From an optimization exercise on the open Yosys and OpenROAD flow, aimed at a short achievable clock period and few clock cycles; shortcuts taken in it are not production practice. Only the layout flow was run in this run; the RTL was not checked for function there.

**design/flow/config.mk**
```make
export PLATFORM = sky130hd
export DESIGN_NAME = fsd_rx
export DESIGN_NICKNAME = fsd_rx
export VERILOG_FILES = /design/flow/design.v
export SDC_FILE = /design/flow/constraint.sdc
export NUM_CORES = 4
export LEC_CHECK = 0
export ABC_CLOCK_PERIOD_IN_PS = 3000
export CAP_MARGIN = 20
export CORE_MARGIN = 2
export CORE_UTILIZATION = 40
export PLACE_DENSITY = 0.6
export SLEW_MARGIN = 20
```
**design/flow/constraint.sdc**
```tcl
create_clock -name core_clock -period 12.0 [get_ports {clk}]
set_input_delay 2.4000 -clock core_clock [delete_from_list [all_inputs] [get_ports {clk}]]
set_output_delay 2.4000 -clock core_clock [all_outputs]
set_load 0.01 [all_outputs]
```
**design/flow/design.v**
```verilog
module fsd_rx (
    input  wire        clk,
    input  wire        rst,
    input  wire        in_valid,
    input  wire [7:0]  in_data,
    output wire        in_ready,
    output wire        o_valid,
    input  wire        o_ready,
    output wire [1:0]  o_kind,
    output wire [7:0]  o_data,
    output wire [15:0] o_cmd,
    output wire [15:0] o_len,
    output wire [15:0] o_crc
);
    localparam [7:0] SYNC1 = 8'hFF;
    localparam [7:0] SYNC2 = 8'h5A;
    localparam [7:0] ETX   = 8'h33;
    localparam [1:0] K_BYTE  = 2'd0,
                     K_FRAME = 2'd1,
                     K_INV   = 2'd2;
    localparam [1:0] R_LEN = 2'd1,
                     R_ETX = 2'd2,
                     R_CRC = 2'd3;
    function [15:0] crc_byte;
        input [15:0] c;
        input [7:0]  b;
        integer k;
        reg [15:0] t;
        begin
            t = c ^ {8'h00, b};
            for (k = 0; k < 8; k = k + 1)
                t = t[0] ? ((t >> 1) ^ 16'h8408) : (t >> 1);
            crc_byte = t;
        end
    endfunction
    function [255:0] onehot;
        input [7:0] a;
        integer k;
        begin
            for (k = 0; k < 256; k = k + 1)
                onehot[k] = (a == k);
        end
    endfunction
    reg        in_ready_q;
    reg        in_v_r;
    reg  [7:0] in_d_r;
    reg  [8:0] wp;
    reg  [255:0] wp_oh;
    assign in_ready = in_ready_q;
    always @(posedge clk) begin
        in_d_r <= in_data;
        if (rst) begin
            in_v_r <= 1'b0;
            wp     <= 9'd0;
            wp_oh  <= 256'd1;
        end else begin
            in_v_r <= in_valid & in_ready_q;
            if (in_v_r) begin
                wp    <= wp + 9'd1;
                wp_oh <= {wp_oh[254:0], wp_oh[255]};
            end
        end
    end
    reg [7:0] mem [0:255];
    wire [255:0] mcol [0:7];     
    genvar gi, gb;
    generate
        for (gi = 0; gi < 256; gi = gi + 1) begin : g_mem
            always @(posedge clk)
                if (in_v_r & wp_oh[gi])
                    mem[gi] <= in_d_r;
            for (gb = 0; gb < 8; gb = gb + 1) begin : g_bit
                assign mcol[gb][gi] = mem[gi][gb];
            end
        end
    endgenerate
    reg  [8:0]   cp;
    reg  [255:0] cp_oh;
    reg  [7:0]   byte_r;
    reg          byte_v;
    reg  [8:0]   bpos;
    reg          rw_q;
    reg  [8:0]   rw_tgt;
    reg  [3:0]   q_cnt;
    wire         qroom = (q_cnt <= 4'd6);
    wire         avail = (cp != wp);
    wire         issue = avail & qroom & ~rw_q;
    wire [7:0]   c_rd;
    wire [7:0]   e_rd;
    reg  [255:0] ep_oh;
    generate
        for (gb = 0; gb < 8; gb = gb + 1) begin : g_rd
            assign c_rd[gb] = |(mcol[gb] & cp_oh);
            assign e_rd[gb] = |(mcol[gb] & ep_oh);
        end
    endgenerate
    always @(posedge clk) begin
        byte_r <= c_rd;
        bpos   <= cp;
        if (rst) begin
            cp     <= 9'd0;
            cp_oh  <= 256'd1;
            byte_v <= 1'b0;
        end else if (rw_q) begin
            cp     <= rw_tgt;
            cp_oh  <= onehot(rw_tgt[7:0]);
            byte_v <= 1'b0;
        end else begin
            byte_v <= issue;
            if (issue) begin
                cp    <= cp + 9'd1;
                cp_oh <= {cp_oh[254:0], cp_oh[255]};
            end
        end
    end
    localparam [3:0] C_SRCH = 4'd0,
                     C_H0   = 4'd1,
                     C_H1   = 4'd2,
                     C_H2   = 4'd3,
                     C_H3   = 4'd4,
                     C_BODY = 4'd5,
                     C_C0   = 4'd6,
                     C_C1   = 4'd7,
                     C_ETX  = 4'd8,
                     C_RW   = 4'd9;
    reg  [3:0]  cst;
    reg         prev_ff;
    reg  [15:0] crc;
    reg  [7:0]  cnt;
    reg  [15:0] cmd;
    reg  [7:0]  len;
    reg         lo_ok, hi_ok;
    reg  [8:0]  cfront;      
    reg  [8:0]  pstart;      
    reg         nc_v;
    reg  [8:0]  nc_tgt;      
    wire is_ff = (byte_r == SYNC1);
    wire is_5a = (byte_r == SYNC2);
    wire is_33 = (byte_r == ETX);
    wire pair  = prev_ff & is_5a;
    wire [15:0] crc_nx = crc_byte((cst == C_H0) ? 16'h0000 : crc, byte_r);
    wire len_bad = (byte_r != 8'd0) | (len[7:3] == 5'b11111);
    reg        d_push;
    reg        d_typ;        
    reg [1:0]  d_rsn;
    always @(*) begin
        d_push = 1'b0;
        d_typ  = 1'b0;
        d_rsn  = R_LEN;
        if (byte_v) begin
            case (cst)
                C_H3:  if (len_bad) begin d_push = 1'b1; d_rsn = R_LEN; end
                C_ETX: begin
                    d_push = 1'b1;
                    if (!is_33)               d_rsn = R_ETX;
                    else if (!(lo_ok & hi_ok)) d_rsn = R_CRC;
                    else                      d_typ = 1'b1;
                end
                default: ;
            endcase
        end
    end
    wire       nce_v   = nc_v | pair;
    wire [8:0] nce_tgt = nc_v ? nc_tgt : (bpos + 9'd1);
    always @(posedge clk) begin
        if (rst) begin
            cst     <= C_SRCH;
            prev_ff <= 1'b0;
            cfront  <= 9'd0;
            nc_v    <= 1'b0;
            rw_q    <= 1'b0;
        end else begin
            rw_q <= 1'b0;
            if (cst == C_RW) begin
                cst     <= C_H0;
                prev_ff <= 1'b0;
                nc_v    <= 1'b0;
            end else if (byte_v) begin
                prev_ff <= is_ff;
                if (cst != C_SRCH && pair && !nc_v) begin
                    nc_v   <= 1'b1;
                    nc_tgt <= bpos + 9'd1;
                end
                case (cst)
                    C_SRCH: begin
                        cfront <= bpos + 9'd1;
                        if (pair) begin
                            cst  <= C_H0;
                            nc_v <= 1'b0;
                        end
                    end
                    C_H0: begin cmd[7:0]  <= byte_r; crc <= crc_nx; cst <= C_H1; end
                    C_H1: begin cmd[15:8] <= byte_r; crc <= crc_nx; cst <= C_H2; end
                    C_H2: begin len       <= byte_r; crc <= crc_nx; cst <= C_H3; end
                    C_H3: begin
                        crc    <= crc_nx;
                        cnt    <= len;
                        pstart <= bpos + 9'd1;
                        if (!len_bad)
                            cst <= (len == 8'd0) ? C_C0 : C_BODY;
                    end
                    C_BODY: begin
                        crc <= crc_nx;
                        cnt <= cnt - 8'd1;
                        if (cnt == 8'd1) cst <= C_C0;
                    end
                    C_C0: begin lo_ok <= (byte_r == crc[7:0]);  cst <= C_C1;  end
                    C_C1: begin hi_ok <= (byte_r == crc[15:8]); cst <= C_ETX; end
                    default: ;
                endcase
                if (d_push) begin
                    if (d_typ) begin
                        cst     <= C_SRCH;
                        prev_ff <= 1'b0;
                        cfront  <= bpos + 9'd1;
                    end else if (nce_v) begin
                        cst     <= C_RW;
                        rw_q    <= 1'b1;
                        rw_tgt  <= nce_tgt;
                        cfront  <= nce_tgt;
                        prev_ff <= 1'b0;
                    end else begin
                        cst     <= C_SRCH;
                        cfront  <= bpos + 9'd1;
                    end
                end
            end
        end
    end
    reg        q_typ [0:7];
    reg [1:0]  q_rsn [0:7];
    reg [8:0]  q_pos [0:7];
    reg [7:0]  q_len [0:7];
    reg [15:0] q_cmd [0:7];
    reg [15:0] q_crc [0:7];
    reg [2:0]  q_wr, q_rd;
    wire       q_pop;
    always @(posedge clk) begin
        if (d_push) begin
            q_typ[q_wr] <= d_typ;
            q_rsn[q_wr] <= d_rsn;
            q_pos[q_wr] <= d_typ ? pstart : cfront;
            q_len[q_wr] <= len;
            q_cmd[q_wr] <= cmd;
            q_crc[q_wr] <= crc;
        end
        if (rst) begin
            q_wr  <= 3'd0;
            q_rd  <= 3'd0;
            q_cnt <= 4'd0;
        end else begin
            if (d_push) q_wr <= q_wr + 3'd1;
            if (q_pop)  q_rd <= q_rd + 3'd1;
            q_cnt <= q_cnt + {3'd0, d_push} - {3'd0, q_pop};
        end
    end
    localparam [1:0] E_IDLE = 2'd0,
                     E_PAY  = 2'd1,
                     E_FRM  = 2'd2;
    reg  [1:0]  est;
    reg  [8:0]  ep;
    reg  [7:0]  e_cnt;
    reg  [15:0] e_cmd;
    reg  [7:0]  e_len;
    reg  [15:0] e_crc;
    reg  [2:0]  ev_cnt;
    wire        ev_space = (ev_cnt != 3'd4);
    wire        q_ne  = (q_cnt != 4'd0);
    wire        h_typ = q_typ[q_rd];
    wire [1:0]  h_rsn = q_rsn[q_rd];
    wire [8:0]  h_pos = q_pos[q_rd];
    wire [7:0]  h_len = q_len[q_rd];
    wire [15:0] h_cmd = q_cmd[q_rd];
    wire [15:0] h_crc = q_crc[q_rd];
    assign q_pop = (est == E_IDLE) & q_ne & ev_space;
    reg        ev_push;
    reg [1:0]  ev_k;
    reg [7:0]  ev_d;
    reg [15:0] ev_c;
    reg [7:0]  ev_l;
    reg [15:0] ev_r;
    always @(*) begin
        ev_push = 1'b0;
        ev_k    = K_BYTE;
        ev_d    = e_rd;
        ev_c    = e_cmd;
        ev_l    = e_len;
        ev_r    = e_crc;
        case (est)
            E_IDLE: if (q_pop) begin
                ev_c = h_cmd;
                ev_l = h_len;
                ev_r = h_crc;
                ev_d = {6'd0, h_rsn};
                if (!h_typ) begin
                    ev_push = 1'b1;
                    ev_k    = K_INV;
                end else if (h_len == 8'd0) begin
                    ev_push = 1'b1;
                    ev_k    = K_FRAME;
                end
            end
            E_PAY: if (ev_space) begin
                ev_push = 1'b1;
                ev_k    = K_BYTE;
            end
            E_FRM: if (ev_space) begin
                ev_push = 1'b1;
                ev_k    = K_FRAME;
            end
            default: ;
        endcase
    end
    always @(posedge clk) begin
        if (rst) begin
            est   <= E_IDLE;
            ep    <= 9'd0;
            ep_oh <= 256'd1;
        end else begin
            case (est)
                E_IDLE: if (q_pop && h_typ && h_len != 8'd0) begin
                    est   <= E_PAY;
                    ep    <= h_pos;
                    ep_oh <= onehot(h_pos[7:0]);
                    e_cnt <= h_len;
                    e_cmd <= h_cmd;
                    e_len <= h_len;
                    e_crc <= h_crc;
                end
                E_PAY: if (ev_space) begin
                    ep    <= ep + 9'd1;
                    ep_oh <= {ep_oh[254:0], ep_oh[255]};
                    e_cnt <= e_cnt - 8'd1;
                    if (e_cnt == 8'd1) est <= E_FRM;
                end
                E_FRM: if (ev_space) est <= E_IDLE;
                default: est <= E_IDLE;
            endcase
        end
    end
    wire [8:0] front = (est != E_IDLE) ? ep : (q_ne ? h_pos : cfront);
    wire [8:0] total = wp + {8'd0, in_v_r} + {8'd0, in_ready_q};
    wire [8:0] used  = total - front;
    always @(posedge clk) begin
        if (rst) in_ready_q <= 1'b1;
        else     in_ready_q <= ~used[8];
    end
    reg [1:0]  f_k [0:3];
    reg [7:0]  f_d [0:3];
    reg [15:0] f_c [0:3];
    reg [7:0]  f_l [0:3];
    reg [15:0] f_r [0:3];
    reg [1:0]  f_wr, f_rd;
    reg        o_valid_q;
    reg [1:0]  o_kind_q;
    reg [7:0]  o_data_q;
    reg [15:0] o_cmd_q;
    reg [7:0]  o_len_q;
    reg [15:0] o_crc_q;
    wire o_ld  = ~o_valid_q | o_ready;
    wire f_ne  = (ev_cnt != 3'd0);
    wire f_pop = o_ld & f_ne;
    always @(posedge clk) begin
        if (ev_push) begin
            f_k[f_wr] <= ev_k;
            f_d[f_wr] <= ev_d;
            f_c[f_wr] <= ev_c;
            f_l[f_wr] <= ev_l;
            f_r[f_wr] <= ev_r;
        end
        if (o_ld) begin
            o_kind_q <= f_k[f_rd];
            o_data_q <= f_d[f_rd];
            o_cmd_q  <= f_c[f_rd];
            o_len_q  <= f_l[f_rd];
            o_crc_q  <= f_r[f_rd];
        end
        if (rst) begin
            f_wr      <= 2'd0;
            f_rd      <= 2'd0;
            ev_cnt    <= 3'd0;
            o_valid_q <= 1'b0;
        end else begin
            if (ev_push) f_wr <= f_wr + 2'd1;
            if (f_pop)   f_rd <= f_rd + 2'd1;
            ev_cnt <= ev_cnt + {2'd0, ev_push} - {2'd0, f_pop};
            if (o_ld) o_valid_q <= f_ne;
        end
    end
    assign o_valid = o_valid_q;
    assign o_kind  = o_kind_q;
    assign o_data  = o_data_q;
    assign o_cmd   = o_cmd_q;
    assign o_len   = {8'd0, o_len_q};
    assign o_crc   = o_crc_q;
endmodule
```
**design/flow/run.sh**
```bash
#!/bin/bash
# synth_recipe.tcl (not shown) runs the flow's synth.tcl, then flattens the netlist and writes it again
# the make line also repeats each setting of config.mk as NAME=value (left out here)
make -C /OpenROAD-flow-scripts/flow DESIGN_CONFIG=/design/flow/config.mk WORK_HOME=/design/flow/orfs CLKGATE_MAP_FILE= SYNTH_SCRIPT=/design/flow/synth_recipe.tcl finish
```
==> summary.txt <==
[per-stage QoR]
step           utilization [%]  hold WS, ns  cell area (sq um)
2_1_floorplan                -        0.373             151000
3_3_place_gp              43.0        0.415             162000
3_5_place_dp              43.1        0.411             162000
4_1_cts                   46.8        0.422             176000
[routing by layer]
layer	overflow	global-route usage [%]
met5	327	82.2
met4	3483	92.0
met3	2509	91.5
met2	9039	106
met1	2836	95.6
[logic make-up after synthesis]
logic type | after synthesis | share of synthesized area [%]
AND/OR/NAND/NOR | 2256 | 8.06
other | 1 | 0.00248
AO/OA/AOI/OAI | 2942 | 15.7
adder cells (fa/ha/maj) | 45 | 0.383
XOR/XNOR | 100 | 0.580
flip-flops | 3701 | 67.9
multiplexers | 505 | 4.67
buffers and inverters | 997 | 2.67
[synthesized netlist by cell type, drive strengths merged, types with 43 or more instances]
| cell | count | area (sq um) |
|---|---|---|
| a21oi | 299 | 1500 |
| a221oi | 972 | 8510 |
| a22o | 728 | 6380 |
| a22oi | 593 | 4450 |
| and2 | 269 | 1680 |
| buf | 116 | 727 |
| clkbuf | 844 | 3170 |
| dfxtp | 862 | 17300 |
| edfxtp | 2839 | 85300 |
| ha | 43 | 538 |
| mux2 | 58 | 653 |
| mux2i | 293 | 2930 |
| mux4 | 154 | 3470 |
| nand2 | 234 | 878 |
| nand3 | 63 | 315 |
| nand4 | 322 | 2010 |
| nor2 | 903 | 3400 |
| nor3 | 280 | 2650 |
| nor4 | 83 | 519 |
| o22a | 251 | 2200 |
| xnor2 | 65 | 569 |
[power groups by stage]
| stage | logic (mW) | clock network [mW] | registers (mW) |
|---|---|---|---|
| 3_3_place_gp | 12.2 | 0 | 15.9 |
| 2_1_floorplan | 5.97 | 0 | 15.2 |
| 3_5_place_dp | 12.2 | 0 | 15.9 |
| 4_1_cts | 12.2 | 13.0 | 15.6 |
[worst max path at each step]
| stage | slack, ns | end | start | depth (start not counted) |
|---|---|---|---|---|
| floorplan | 4.25 | e_cmd[0] | rst | 4 |
| global placement | 5.73 | ep_oh[108] | flop | 11 |
| detailed placement | 5.60 | ep_oh[121] | flop | 11 |
| CTS | 5.52 | ep_oh[56] | flop | 11 |
==> impl_metrics.json <==
{
  "haltStage": "global routing (5_1_grt)",
  "synth-async-reset-ratio_pct": 0,
  "track_usage_pct": 96.8,
  "status": "stopped before the end",
  "cts_root_buffer": "clkbuf_16",
  "synth_edf_count": 2839,
  "cts_max_path_buffers": 4,
  "grt_overflow": 18194,
  "synth.avg_cell_area_sq_um": 14.3,
  "grt_max_degree": 221,
  "pre_cts_slack_ns": 5.60,
  "cts_buffers": 407,
  "io_pins": 72,
  "dpl.hpwl_mm": 1120,
  "die_h_microns": 618,
  "port_buffers": 63,
  "die_width_microns": 618,
  "cts.sinks": 3701,
  "place_congestion": 1.71,
  "syn_inst": 10547,
  "start_util_pct": 40.2,
  "synth_seq_area_share_pct": 67.9,
  "dp_cells": 15514,
  "synth_flop_cell": "edfxtp_1",
  "firstError": "[ERROR GRT-0116] Global routing finished with congestion. Check the congestion regions in the DRC Viewer.",
  "grt_pass1_vias": 169374,
  "cts_resized": 0,
  "ys_ff_latch": 3701,
  "netlist_area_sq_um": 151000,
  "h-tree-depth": 5,
  "grt_pass1_wl_mm": 2410,
  "cts_hold_buffers": 0,
  "ys_types": 67,
  "yosysWarnings": 2,
  "post_cts_buffers": 0,
  "rows": 225
}
